This is an optimization exercise on Yosys and OpenROAD, whose aim is small area, not a production implementation. At most, simulation tests tie the RTL to the original design; equivalence was not proved. Power figures rest on the tool's default switching activity, not on a simulated workload.

Design ooktx, start of the top module:
module ooktx (
    input  wire        clk,
    input  wire        rst,
    input  wire        us_tick,
    input  wire        bus_sel,
    input  wire        bus_wr,
    input  wire [4:0]  bus_addr,
    input  wire [31:0] bus_wdata,
    output reg  [31:0] bus_rdata,
    output wire        bus_err,
    output wire        ook_out
);
Settings: LEC_CHECK=0, CAP_MARGIN=0, CORE_MARGIN=2, CORE_UTILIZATION=60, CTS_BUF_LIST=sky130_fd_sc_hd__clkbuf_8, SLEW_MARGIN=0; clock period 20.0 ns.
standard.sh (not shown) runs the stock make flow with config.mk's settings and CLKGATE_MAP_FILE= SYNTH_SCRIPT=/design/flow/synth_recipe.tcl, a recipe that flattens the netlist after the stock synthesis.
==> flow/flow/run.sh <==
#!/bin/bash
set -euo pipefail
W=$(pwd)
cat > "$W/own_synth.tcl" <<EOF
proc abc {args} {
  set i [lsearch -exact \$args -script]
  if {\$i >= 0} { lset args [expr {\$i + 1}] {$W/flow/area.abc} }
  yosys abc {*}\$args
}
source {$W/synth_recipe.tcl}
EOF
sed "s#/synth_recipe\.tcl#/own_synth.tcl#" standard.sh > own_standard.sh
grep -q own_synth.tcl own_standard.sh
bash own_standard.sh "BUFFER_PORTS_ARGS=-buffer_cell sky130_fd_sc_hd__buf_1" \
    "CTS_ARGS=-sink_clustering_enable -repair_clock_nets -buf_list sky130_fd_sc_hd__clkbuf_8 -root_buf sky130_fd_sc_hd__clkbuf_2 -dont_use_dummy_load" \
    finish > "$W/orfs_make.log" 2>&1
test -s out/final.def
==> flow/flow/area.abc <==
strash
dc2
&get -n
&st
&dch
&nf -R 1000 -p
&st
&synch2
&nf -R 1000 -p
&put
Then changed:
--- a/flow/flow/run.sh
+++ b/flow/flow/run.sh
@@ -15 +15 @@
-    "CTS_ARGS=-sink_clustering_enable -repair_clock_nets -buf_list sky130_fd_sc_hd__clkbuf_8 -root_buf sky130_fd_sc_hd__clkbuf_2 -dont_use_dummy_load" \
+    "CTS_ARGS=-sink_clustering_enable -repair_clock_nets -buf_list sky130_fd_sc_hd__clkbuf_8 -dont_use_dummy_load" \
Settings changed: PLACE_DENSITY set to 0.85.
Utilization hardly moves.
Clock power went up by a few percent.
Final area barely changes.
Power grows slightly.
Area after synthesis does not change.
Combinational power rose by a few percent.
Then changed:
--- a/flow/flow/run.sh
+++ b/flow/flow/run.sh
@@ -15 +15 @@
-    "CTS_ARGS=-sink_clustering_enable -repair_clock_nets -buf_list sky130_fd_sc_hd__clkbuf_8 -dont_use_dummy_load" \
+    "CTS_ARGS=-sink_clustering_enable -repair_clock_nets -buf_list sky130_fd_sc_hd__clkbuf_8 -root_buf sky130_fd_sc_hd__clkbuf_2 -dont_use_dummy_load" \
Settings changed: GPL_ROUTABILITY_DRIVEN set to 0, GPL_TIMING_DRIVEN set to 0, PLACE_DENSITY 0.85 to not set.
Hold slack gets worse by 0.0062 ns.
Routed wire length went down by 5.0%.
Synthesized area is unchanged.
Clock skew stays flat.
Clock power went down by about 2%.
Final area went up by 1.4%.
Via count went down by 2.8%.
Core utilization went up by 0.96 points.
Total power went down by 0.63%.
Die area does not change.
Sequential share of layout area went down by 0.56 points.
Then changed:
--- a/flow/flow/run.sh
+++ b/flow/flow/run.sh
@@ -15 +15 @@
-    "CTS_ARGS=-sink_clustering_enable -repair_clock_nets -buf_list sky130_fd_sc_hd__clkbuf_8 -root_buf sky130_fd_sc_hd__clkbuf_2 -dont_use_dummy_load" \
+    "CTS_ARGS=-sink_clustering_enable -repair_clock_nets -buf_list sky130_fd_sc_hd__clkbuf_8 -dont_use_dummy_load" \
Settings changed: GPL_ROUTABILITY_DRIVEN 0 to not set, GPL_TIMING_DRIVEN 0 to not set.
- global-route usage climbs by 0.24 points
- sequential share of layout area climbs by 0.56 points
- final cell count drops slightly
- sequential cell count does not change
- routed wire length climbs slightly
- non-clock buffer count drops by 2
- synthesized cell count stays the same

* * *

== job 101 ==
The RTL this note starts from:
==> flow/design.v <==
module ooktx (
    input  wire        clk,
    input  wire        rst,
    input  wire        us_tick,
    input  wire        bus_sel,
    input  wire        bus_wr,
    input  wire [4:0]  bus_addr,
    input  wire [31:0] bus_wdata,
    output reg  [31:0] bus_rdata,
    output wire        bus_err,
    output wire        ook_out
);
    localparam [1:0] PH_IDLE = 2'd0, PH_BIT = 2'd1, PH_GAP = 2'd2;
    reg [1:0]  cmd_var;
    reg        cmd_act;
    reg [3:0]  cmd_unit;
    reg [7:0]  cmd_reps;
    reg [31:0] ident;
    reg        st_done, st_errbusy, st_errvar;
    reg [31:0] now;
    reg [1:0]  cv;                  
    reg        ca;                  
    reg [25:0] cid;                 
    reg        cuok;                
    reg [1:0]  cx;                  
    reg [7:0]  creps;
    reg [1:0]  ph;
    reg [7:0]  rep;
    reg [2:0]  rpl;
    reg [8:0]  k;                   
    reg [8:0]  wc;                  
    reg        pin;
    reg        dl;                  
    assign ook_out = pin;
    wire       lrn   = ~cv[1] & ~cv[0];
    wire       hle   = cv[1];
    wire       hok   = cx[1];
    wire       valid = ~(cv[1] & cv[0]);
    wire [2:0] hv    = {cid[6] & cid[5], cid[6] & ~cid[5], cid[4]};
    wire [2:0] uv    = {cid[3] | (cid[2] & (cid[1] | cid[0])), ~(cid[1] ^ cid[0]), ~cid[0]};
    wire [5:0] q  = k[8:3];         
    wire [2:0] kb = k[2:0];         
    reg [3:0] tnd;
    always @* begin
        case ({hle, hok, cuok})
            3'b000, 3'b100:         tnd = 4'd3;
            3'b001, 3'b010, 3'b101: tnd = 4'd7;
            3'b011:                 tnd = 4'd11;
            3'b110:                 tnd = 4'd9;
            default:                tnd = 4'd13;
        endcase
    end
    wire q_hi = q[5] | q[4];
    wire tlt  = ~q_hi & (q[3:0] < tnd);
    wire tend = ~q_hi & (q[3:0] == tnd + 4'd1);
    wire [3:0] q4  = q[3:0];
    wire [3:0] hq  = hle ? q4 - 4'd2 : q4;          
    wire [3:0] us  = hok ? (hle ? 4'd6 : 4'd4) : 4'd0;
    wire [3:0] uq  = q4 - us;                         
    reg td;
    always @* begin
        td = 1'b0;
        if (hok && hq == 4'd1) td = hv[2];
        if (hok && hq == 4'd2) td = hv[1];
        if (hok && hq == 4'd3) td = hv[0];
        if (cuok && uq == 4'd1) td = uv[2];
        if (cuok && uq == 4'd2) td = uv[1];
        if (cuok && uq == 4'd3) td = uv[0];
        if (q4 == tnd - (hle ? 4'd3 : 4'd2)) td = 1'b1;
        if (q4 == tnd - 4'd1) td = ca;
        if (q_hi) td = 1'b0;
    end
    wire id_slot = (q != 6'd0) && (q <= 6'd26);
    reg  lv;
    always @* begin
        case (q)
            6'd28:   lv = ~ca;
            6'd29:   lv = 1'b1;
            6'd30:   lv = 1'b1;
            6'd31:   lv = cx[0];
            6'd32:   lv = cx[1];
            default: lv = id_slot & cid[25];
        endcase
    end
    wire inr  = ~q[5] | (cuok & (q[4:1] == 4'd0));
    wire lend = (k == {4'b1001, cuok, 4'b0101});    
    reg fnext;
    always @* begin
        fnext = 1'b0;
        if (lrn) begin
            case (kb)
                3'd1: fnext = (q[5:1] != 5'd0) & inr & ~dl;    
                3'd2: fnext = (q != 6'd0) & inr;                
                3'd3: fnext = lv;                               
                default: ;
            endcase
        end else begin
            case (kb)
                3'd3, 3'd7: fnext = tlt;                        
                3'd4, 3'd5: fnext = td;                         
                default: ;
            endcase
        end
    end
    function [31:0] inc(input [31:0] a, input ci);
        integer i;
        reg c;
        begin
            c = ci;
            for (i = 0; i < 32; i = i + 1) begin
                inc[i] = a[i] ^ c;
                c = c & a[i];
            end
        end
    endfunction
    function [8:0] dec9(input [8:0] a);
        integer i;
        reg b;
        begin
            b = 1'b1;
            for (i = 0; i < 9; i = i + 1) begin
                dec9[i] = a[i] ^ b;
                b = b & ~a[i];
            end
        end
    endfunction
    wire       busy    = ph[0] | ph[1];
    wire       tb      = us_tick & busy;
    wire       wz      = (wc == 9'd0);
    wire       se      = tb & wz;                   
    wire       kend    = ph[0] ? (lrn ? lend : (tend & (kb == 3'd7)))
                               : (k == 9'd99);
    wire       rpl4    = rpl[2];
    wire [7:0] rep_inc = inc({24'd0, rep}, 1'b1);
    wire       replast = (rep_inc == creps);
    wire       fend    = se & ph[0] & kend;         
    wire       gend    = se & ph[1] & kend;         
    wire [31:0] t_now  = inc(now, us_tick);
    wire [1:0]  t_ph   = (fend & rpl4) ? PH_GAP :
                         gend ? (replast ? PH_IDLE : PH_BIT) : ph;
    wire        t_busy = t_ph[0] | t_ph[1];
    wire        t_done = st_done | (gend & replast);
    wire [8:0]  t_k    = se ? (kend ? 9'd0 : inc({23'd0, k}, 1'b1)) : k;
    wire [2:0]  t_rpl  = fend ? (rpl4 ? 3'd0 : inc({29'd0, rpl}, 1'b1)) : rpl;
    wire [7:0]  t_rep  = (gend & ~replast) ? rep_inc : rep;
    wire        t_pin  = se ? ((ph[0] & ~kend) ? fnext : t_ph[0]) : pin;
    wire        rot    = se & ph[0] & lrn & (kb == 3'd3) & id_slot;
    function [8:0] wm1(input [1:0] v, input gap);
        wm1 = gap ? 9'd349 : (v == 2'd0) ? 9'd249 : v[1] ? 9'd419 : 9'd349;
    endfunction
    wire [8:0]  t_wc   = tb ? (wz ? wm1(cv, t_ph[1]) : dec9(wc)) : wc;
    wire       a_ok   = (bus_addr[1:0] == 2'b00);
    wire [2:0] reg_ix = bus_addr[4:2];
    assign bus_err    = ~a_ok | (reg_ix == 3'd7);
    wire       wr     = bus_sel & bus_wr & a_ok;
    wire       wr_cmd = wr & (reg_ix == 3'd0);
    wire       wr_id  = wr & (reg_ix == 3'd1);
    wire       start  = wr & (reg_ix == 3'd2) & bus_wdata[0];
    wire       wr_st  = wr & (reg_ix == 3'd3);
    wire       wr_now = wr & (reg_ix == 3'd4) & ~t_busy;
    wire       acc    = start & ~t_busy & ~(cmd_var[1] & cmd_var[0]);
    wire [15:0] len  = ~valid ? 16'd0 :
                       lrn    ? {7'd0, 4'b1001, cuok, 4'b0110} :
                                {9'd0, tnd + 4'd2, 3'b000};
    wire        oor  = valid & ~(cuok & (lrn | hok));
    wire s_cmd = a_ok & (reg_ix == 3'd0);
    wire s_id  = a_ok & (reg_ix == 3'd1);
    wire s_st  = a_ok & (reg_ix == 3'd3);
    wire s_now = a_ok & (reg_ix == 3'd4);
    wire s_len = a_ok & (reg_ix == 3'd5);
    wire s_pos = a_ok & (reg_ix == 3'd6);
    wire s_rep = s_pos & t_busy;
    wire s_bit = s_pos & t_ph[0];
    always @* begin
        bus_rdata = ({32{s_id}} & ident) | ({32{s_now}} & t_now)
                  | {16'd0, {16{s_cmd}} & {cmd_reps, cmd_unit, 1'b0, cmd_act, cmd_var}}
                  | {24'd0, {8{s_st}} & {t_ph, t_pin, oor, st_errvar, st_errbusy, t_done, t_busy}}
                  | ({32{s_len}} & len)
                  | {{8{s_rep}} & t_rep, 5'd0, {3{s_bit}} & t_rpl, 7'd0, {9{s_bit}} & t_k};
    end
    wire uok_l = ~cmd_unit[3] & (cmd_unit[2] ? (~cmd_unit[1] & ~cmd_unit[0])
                                             : (cmd_unit[1] | cmd_unit[0]));
    wire [3:0] iu = ident[3:0];
    wire uok_4 = ~iu[3] & (iu[2] ? (~iu[1] & ~iu[0]) : (iu[1] | iu[0]));
    wire uok_8 = (~iu[3] & (iu[2] | iu[1] | iu[0])) | (iu == 4'd8);
    wire hok_t = ident[7] & (ident[6] | ident[5]);
    wire        c_ld  = wr_cmd & ~rst, c_kp  = ~wr_cmd & ~rst;
    wire        i_ld  = wr_id & ~rst,  i_kp  = ~wr_id & ~rst;
    wire        n_ld  = wr_now & ~rst, n_stp = ~wr_now & ~rst;
    wire [14:0] cmd_q = {cmd_reps, cmd_unit, cmd_act, cmd_var};
    wire [14:0] cmd_w = {bus_wdata[15:4], bus_wdata[2:0]};
    wire [14:0] cmd_d = ({15{c_ld}} & cmd_w) | ({15{c_kp}} & cmd_q)
                      | {5'd0, rst, 5'd0, rst, 3'd0};
    wire id_ld = acc & ~rst, id_rot = rot & ~acc & ~rst, id_kp = ~id_ld & ~id_rot;
    always @(posedge clk) begin
        cid <= ({26{id_ld}} & ident[25:0]) | ({26{id_rot}} & {cid[24:0], cid[25]})
             | ({26{id_kp}} & cid);
        {cmd_reps, cmd_unit, cmd_act, cmd_var} <= cmd_d;
        ident <= ({32{i_ld}} & bus_wdata) | ({32{i_kp}} & ident);
        now   <= ({32{n_ld}} & bus_wdata) | ({32{n_stp}} & t_now);
    end
    always @(posedge clk) begin
        if (rst) begin
            st_done    <= 1'b0;
            st_errbusy <= 1'b0;
            st_errvar  <= 1'b0;
            cv         <= 2'd3;
            ph         <= PH_IDLE;
            pin        <= 1'b0;
        end else begin
            ph      <= t_ph;
            rep     <= t_rep;
            rpl     <= t_rpl;
            k       <= t_k;
            wc      <= t_wc;
            pin     <= t_pin;
            st_done <= t_done & ~(wr_st & bus_wdata[1]);
            if (se & ph[0] & (kb == 3'd3)) dl <= lv;
            if (wr_st & bus_wdata[2]) st_errbusy <= 1'b0;
            if (wr_st & bus_wdata[3]) st_errvar  <= 1'b0;
            if (start & t_busy) st_errbusy <= 1'b1;
            if (start & ~t_busy & cmd_var[1] & cmd_var[0]) st_errvar <= 1'b1;
            if (acc) begin
                cv    <= cmd_var;
                ca    <= cmd_act;
                creps <= cmd_reps;
                cuok  <= (cmd_var == 2'd0) ? uok_l : cmd_var[1] ? uok_4 : uok_8;
                cx    <= {(cmd_var == 2'd0) ? (uok_l & cmd_unit[0]) : hok_t,
                          uok_l & (cmd_unit[1] ^ cmd_unit[0])};
                st_done <= (cmd_reps == 8'd0);
                if (cmd_reps != 8'd0) begin
                    ph  <= PH_BIT;
                    rep <= 8'd0;
                    rpl <= 3'd0;
                    k   <= 9'd0;
                    wc  <= wm1(cmd_var, 1'b0);
                    pin <= 1'b1;
                end
            end
        end
    end
endmodule
==> flow/config.mk <==
export PLATFORM = sky130hd
export DESIGN_NAME = ooktx
export DESIGN_NICKNAME = ooktx
export VERILOG_FILES = /design/flow/design.v
export SDC_FILE = /design/flow/constraint.sdc
export NUM_CORES = 4
export LEC_CHECK = 0
export CAP_MARGIN = 0
export CORE_MARGIN = 2
export CORE_UTILIZATION = 40
export CTS_BUF_LIST = sky130_fd_sc_hd__clkbuf_8
export CTS_CLUSTER_DIAMETER = 100
export CTS_CLUSTER_SIZE = 30
export SLEW_MARGIN = 0
==> flow/constraint.sdc <==
create_clock -name core_clock -period 20.0 [get_ports {clk}]
set_input_delay 4.0000 -clock core_clock [delete_from_list [all_inputs] [get_ports {clk}]]
set_output_delay 4.0000 -clock core_clock [all_outputs]
set_load 0.01 [all_outputs]
==> flow/flow/run.sh <==
#!/bin/bash
# Own layout flow: the standard ORFS flow with two changes.
#  1. The final technology mapping (Yosys abc) uses flow/area.abc, an
#     area-oriented ABC script, instead of ORFS's speed script. Everything
#     else in synthesis is the standard flow's synthesis (synth_recipe.tcl), so the
#     registers and their names are the standard synthesis's.
#  2. Port buffers are buf_1 cells (BUFFER_PORTS_ARGS).
# Each tool's output goes to a log file in this folder; ORFS's own logs are
# under orfs/logs.
set -euo pipefail
W=$(pwd)
cat > "$W/own_synth.tcl" <<EOF
proc abc {args} {
  set i [lsearch -exact \$args -script]
  if {\$i >= 0} { lset args [expr {\$i + 1}] {$W/flow/area.abc} }
  yosys abc {*}\$args
}
source {$W/synth_recipe.tcl}
EOF
sed "s#/synth_recipe\.tcl#/own_synth.tcl#" standard.sh > own_standard.sh
grep -q own_synth.tcl own_standard.sh
bash own_standard.sh "BUFFER_PORTS_ARGS=-buffer_cell sky130_fd_sc_hd__buf_1" finish > "$W/orfs_make.log" 2>&1
test -s out/final.def
==> flow/flow/area.abc <==
&get -n
&st
&dch
&nf -R 1000
&put
The inputs of job 102 differ from those of job 101 as listed below.
- CTS_CLUSTER_DIAMETER removed (was 100)
- CTS_CLUSTER_SIZE removed (was 30)
==> results.txt <==
- Job 102 did not stop at any stage, and its layout met the timing, DRC and antenna checks.
- Routed wire length of job 101 is on par with job 102.
- Comparing job 102 against job 101, there is no change at all in fraction of registers with async set or reset after synthesis.
- Diff job 102..job 101 | sequential share of layout area | unchanged
- | power in combinational cells | job 101 vs job 102 | ≈ equal |
- On time the final worst path needs with I/O delays and setup, job 101 and job 102 are basically level.
- In terms of DRC violation total after the first TritonRoute iteration, job 101 and job 102 differ only marginally.
- As far as synthesized cell count goes, job 102 and job 101 are indistinguishable; the numbers are identical.
Function was not checked in any run of this note: the RTL went through the layout flow alone.

## port drivers added, routing unchanged
In the flow no input, the clock included, has a driving cell. The finished layouts below were timed again as built, in two steps. Step 1 sets driving cells, clkbuf_16 on the clock port and buf_2 on the other inputs (assumed; they add their load-dependent delay and slew). Step 2, shift: input delay + t, output delay - t, t = (earliest + latest rising clock arrival at the registers) / 2. This alone moves slack from input paths to output paths. Slacks: no drivers / after step 1 / after step 2; pairs: no drivers / after step 1.
run	t (ns)	setup slack, ns	hold WS [ns]	worst setup path at the end	cell pins on the clock port's net
the first run of note 1	0.827	5.480 / 5.460 / 5.460	0.439 / 0.439 / 0.439	input to output	1
the second run of note 1	0.481	5.345 / 5.318 / 5.318	0.444 / 0.444 / 0.444	input to output	1
the third run of note 1	0.847	5.324 / 5.303 / 5.303	0.438 / 0.438 / 0.438	input to output	1
the fourth run of note 1	0.475	5.485 / 5.464 / 5.464	0.438 / 0.438 / 0.438	input to output	1
job 101	0.490	5.491 / 5.466 / 5.466	0.440 / 0.440 / 0.440	input to output	1
job 102	0.490	5.491 / 5.466 / 5.466	0.440 / 0.440 / 0.440	input to output	1
After both steps setup and hold are still met in every run listed. For the second run of note 1, which loses most, drivers alone change the setup slack by -0.027 ns; drivers and shift together by -0.027 ns.
